What follows belongs to an exercise in optimizing a design on an open flow for small area, a short achievable clock period and few clock cycles; a production flow would make more cautious choices.
Only simulation tests tie the RTL to the original design; equivalence was not proved.
Power is estimated from default activity; no workload was simulated.

## old
Design bcu, start of the top module:
module bcu (
    input  wire        clk,
    input  wire        rst,
    input  wire        cmd_valid,
    output wire        cmd_ready,
    input  wire [15:0] cmd_cw,
    input  wire [63:0] cmd_opnd,
    input  wire [7:0]  cmd_paylen,
    input  wire        pay_valid,
    output wire        pay_ready,
    input  wire [7:0]  pay_data,
    output reg         dout_valid,
    output wire [7:0]  dout_data,
    output reg         rsp_valid,
    output reg  [2:0]  rsp_status,
    output wire [63:0] rsp_res,
    output wire [63:0] rsp_need,
    output wire [63:0] rsp_have
);
For scale: roughly 660 flip-flops, about 310 I/O pins, about 49000 µm² of cells after synthesis.
make LEC_CHECK=0 CAP_MARGIN=20 CORE_MARGIN=2 CORE_UTILIZATION=60 SETUP_SLACK_MARGIN=5 SLEW_MARGIN=20 finish   # period 10.0 ns
run.sh (not shown) runs the stock make flow with config.mk's settings and CLKGATE_MAP_FILE= SYNTH_SCRIPT=/design/flow/synth_recipe.tcl, a recipe that flattens the netlist after the stock synthesis.
old: flow complete, layout not clean; failing: capacitance limit, slew limit
Testbench counts of old, summed over its fixed seeds: cycles 57,881.
Relative to old, the following input files were edited for new:
- swapping 20 for 50 in CAP_MARGIN
- swapping 20 for 50 in SLEW_MARGIN
- swapping 60 for 40 in CORE_UTILIZATION
Results
- new went all the way through synthesis, placement and routing and the layout is clean on timing, DRC and antenna.
- Measured against old, the die extent in x of new comes out at 1.2 times the reference value.
- new: die outline height 64 µm above old
- old -> new: detailed-route wire length decreased by a few percent
- The power share of the clock group of new is higher than that of old.
- new and old ended up with roughly the same portion of the post-synthesis area used by sequential elements.
- As far as number of instances in the synthesized netlist goes, new and old are indistinguishable; the numbers are identical.
- In new the global-route track usage on met1 turned out 17 points lower than in old.

========
bcu, a different RTL version from the one above (not shown whole).
Size in the first run: about 4,800 cells after synthesis, roughly 660 flip-flops, about 310 I/O pins.
clock: 10.0 ns
lec_check: 0
cap_margin: 35
core_margin: 2
core_utilization: 60
setup_slack_margin: 5
slew_margin: 35
standard.sh (not shown) runs the stock make flow with config.mk's settings and CLKGATE_MAP_FILE= SYNTH_SCRIPT=/design/flow/synth_recipe.tcl, a recipe that flattens the netlist after the stock synthesis.
==> flow/flow/run.sh <==
#!/bin/bash
# Layout flow: the standard flow (standard.sh: the standard synthesis, floorplan,
# placement, CTS, routing and finish, with flow/config.mk's settings), except that
# buffer_ports gives every input and output port a sky130_fd_sc_hd__buf_2 buffer instead
# of the default buffer cell. make's full output goes to flow_make.log in this folder;
# ORFS keeps each step's own log under orfs/logs/.
set -euo pipefail
bash standard.sh "BUFFER_PORTS_ARGS=-buffer_cell sky130_fd_sc_hd__buf_2" finish > flow_make.log 2>&1
The baseline ran to the end with violations: max-capacitance violations, max-slew violations.
Testbench counts at the start, summed over its fixed seeds: cycles 57,881.
Next try:
==> flow/run.sh (new file) <==
#!/bin/bash
# synth_recipe.tcl (not shown) runs the flow's synth.tcl, then flattens the netlist and writes it again
# the make line also repeats each setting of config.mk as NAME=value (left out here)
make -C /OpenROAD-flow-scripts/flow DESIGN_CONFIG=/design/flow/config.mk WORK_HOME=/design/flow/orfs CLKGATE_MAP_FILE= SYNTH_SCRIPT=/design/flow/synth_recipe.tcl finish
Settings changed: CAP_MARGIN 35 to 50, CORE_UTILIZATION 60 to 40, SLEW_MARGIN 35 to 50.
removed: flow/flow/run.sh
removed: flow/standard.sh
=> The changed run produced a clean layout; wire length went down by 2.2%; worst setup slack improved by 0.40 ns; core utilization falls by 22 points; sequential power hardly moves; non-clock buffer count climbs by 44.
Next try:
==> flow/flow/run.sh (new file) <==
#!/bin/bash
# Layout flow: the standard flow (standard.sh: the standard synthesis, floorplan,
# placement, CTS, routing and finish, with flow/config.mk's settings), except that
# buffer_ports gives every input and output port a sky130_fd_sc_hd__buf_2 buffer instead
# of the default buffer cell. make's full output goes to flow_make.log in this folder;
# ORFS keeps each step's own log under orfs/logs/.
set -euo pipefail
bash standard.sh "BUFFER_PORTS_ARGS=-buffer_cell sky130_fd_sc_hd__buf_2" finish > flow_make.log 2>&1
==> flow/standard.sh (new file) <==
#!/bin/bash
# synth_recipe.tcl (not shown) runs the flow's synth.tcl, then flattens the netlist and writes it again
# the make line also repeats each setting of config.mk as NAME=value (left out here)
make -C /OpenROAD-flow-scripts/flow DESIGN_CONFIG=/design/flow/config.mk WORK_HOME=/design/flow/orfs CLKGATE_MAP_FILE= SYNTH_SCRIPT=/design/flow/synth_recipe.tcl "${@:-finish}"
Settings changed: CAP_MARGIN 50 to 35, CORE_UTILIZATION 40 to 50, SLEW_MARGIN 50 to 35.
removed: flow/run.sh
What happened: The new run ran to the end with violations: max-capacitance violations, max-slew violations. Setup slack is worse by 0.14 ns. Core utilization is higher by 11 points. Final area falls by a few percent. Non-clock buffer count is lower by 19. Die area fell by about a fifth. Worst hold slack is better by 0.0078 ns. Total power goes down by a few percent. Area after synthesis is unchanged. Clock skew goes down by 0.0068 ns. Global-route usage went up by 7.5 points. Final cell count is lower by a few percent.
Next try:
==> flow/run.sh (new file) <==
#!/bin/bash
# synth_recipe.tcl (not shown) runs the flow's synth.tcl, then flattens the netlist and writes it again
# the make line also repeats each setting of config.mk as NAME=value (left out here)
make -C /OpenROAD-flow-scripts/flow DESIGN_CONFIG=/design/flow/config.mk WORK_HOME=/design/flow/orfs CLKGATE_MAP_FILE= SYNTH_SCRIPT=/design/flow/synth_recipe.tcl finish
removed: flow/flow/run.sh
removed: flow/standard.sh
Outcome: This time the run finished clean; worst setup slack gains 0.092 ns; sequential power barely changes; die area is unchanged; routed wire length went up by about 1.3%; count of clock-buffer cells in the layout went up by 1; via count went up by about 1.4%.

========
Starting RTL as in the previous note.
Settings: LEC_CHECK=0, CAP_MARGIN=50, CORE_MARGIN=2, CORE_UTILIZATION=40, PLACE_DENSITY=0.7, SETUP_SLACK_MARGIN=5, SLEW_MARGIN=50; clock period 10.0 ns.
run.sh (not shown) runs the stock make flow with config.mk's settings and CLKGATE_MAP_FILE= SYNTH_SCRIPT=/design/flow/synth_recipe.tcl, a recipe that flattens the netlist after the stock synthesis.
Stock flow here: none of the scripts above is used.
Testbench counts at the start, summed over its fixed seeds: cycles 57,881.
Edit:
--- a/flow/config.mk
+++ b/flow/config.mk
@@ -7,7 +7,6 @@
 export LEC_CHECK = 0
-export CAP_MARGIN = 50
+export CAP_MARGIN = 35
 export CORE_MARGIN = 2
-export CORE_UTILIZATION = 40
-export PLACE_DENSITY = 0.7
+export CORE_UTILIZATION = 60
 export SETUP_SLACK_MARGIN = 5
-export SLEW_MARGIN = 50
+export SLEW_MARGIN = 35
Result:
- Now the flow aborted during global routing (5_1_grt)
- synthesized area is unchanged
- synthesized cell count does not change

-- static timing again, ports no longer ideal --
The results above use ideal ports. As a check the final layouts listed here were re-extracted and re-timed, cells and wires unchanged. Step 1 sets driving cells, clkbuf_16 on the clock port and buf_2 on the other inputs (assumed; they add their load-dependent delay and slew). Step 2 also shifts input and output timing later by t, the mid clock arrival at the registers, as if the neighbouring blocks saw the same clock. Three values: ideal, step 1, step 2; two values: the first two.
run | shift t [ns] | setup slack, ns | worst setup path after step 2
old | 0.765 | 4.492 / 4.492 / 3.787 | input to register
new | 0.744 | 4.810 / 4.626 / 3.883 | input to register
the first run of note 2 | 0.732 | 4.497 / 4.497 / 3.970 | input to register
the second run of note 2 | 0.752 | 4.894 / 4.855 / 4.103 | input to register
the third run of note 2 | 0.742 | 4.751 / 4.705 / 3.962 | input to register
the fourth run of note 2 | 0.750 | 4.843 / 4.811 / 4.062 | input to register
the first run of note 3 | 0.732 | 4.669 / 4.639 / 3.908 | input to register
For new, which loses most, drivers alone change the setup slack by -0.184 ns; drivers and shift together by -0.927 ns.
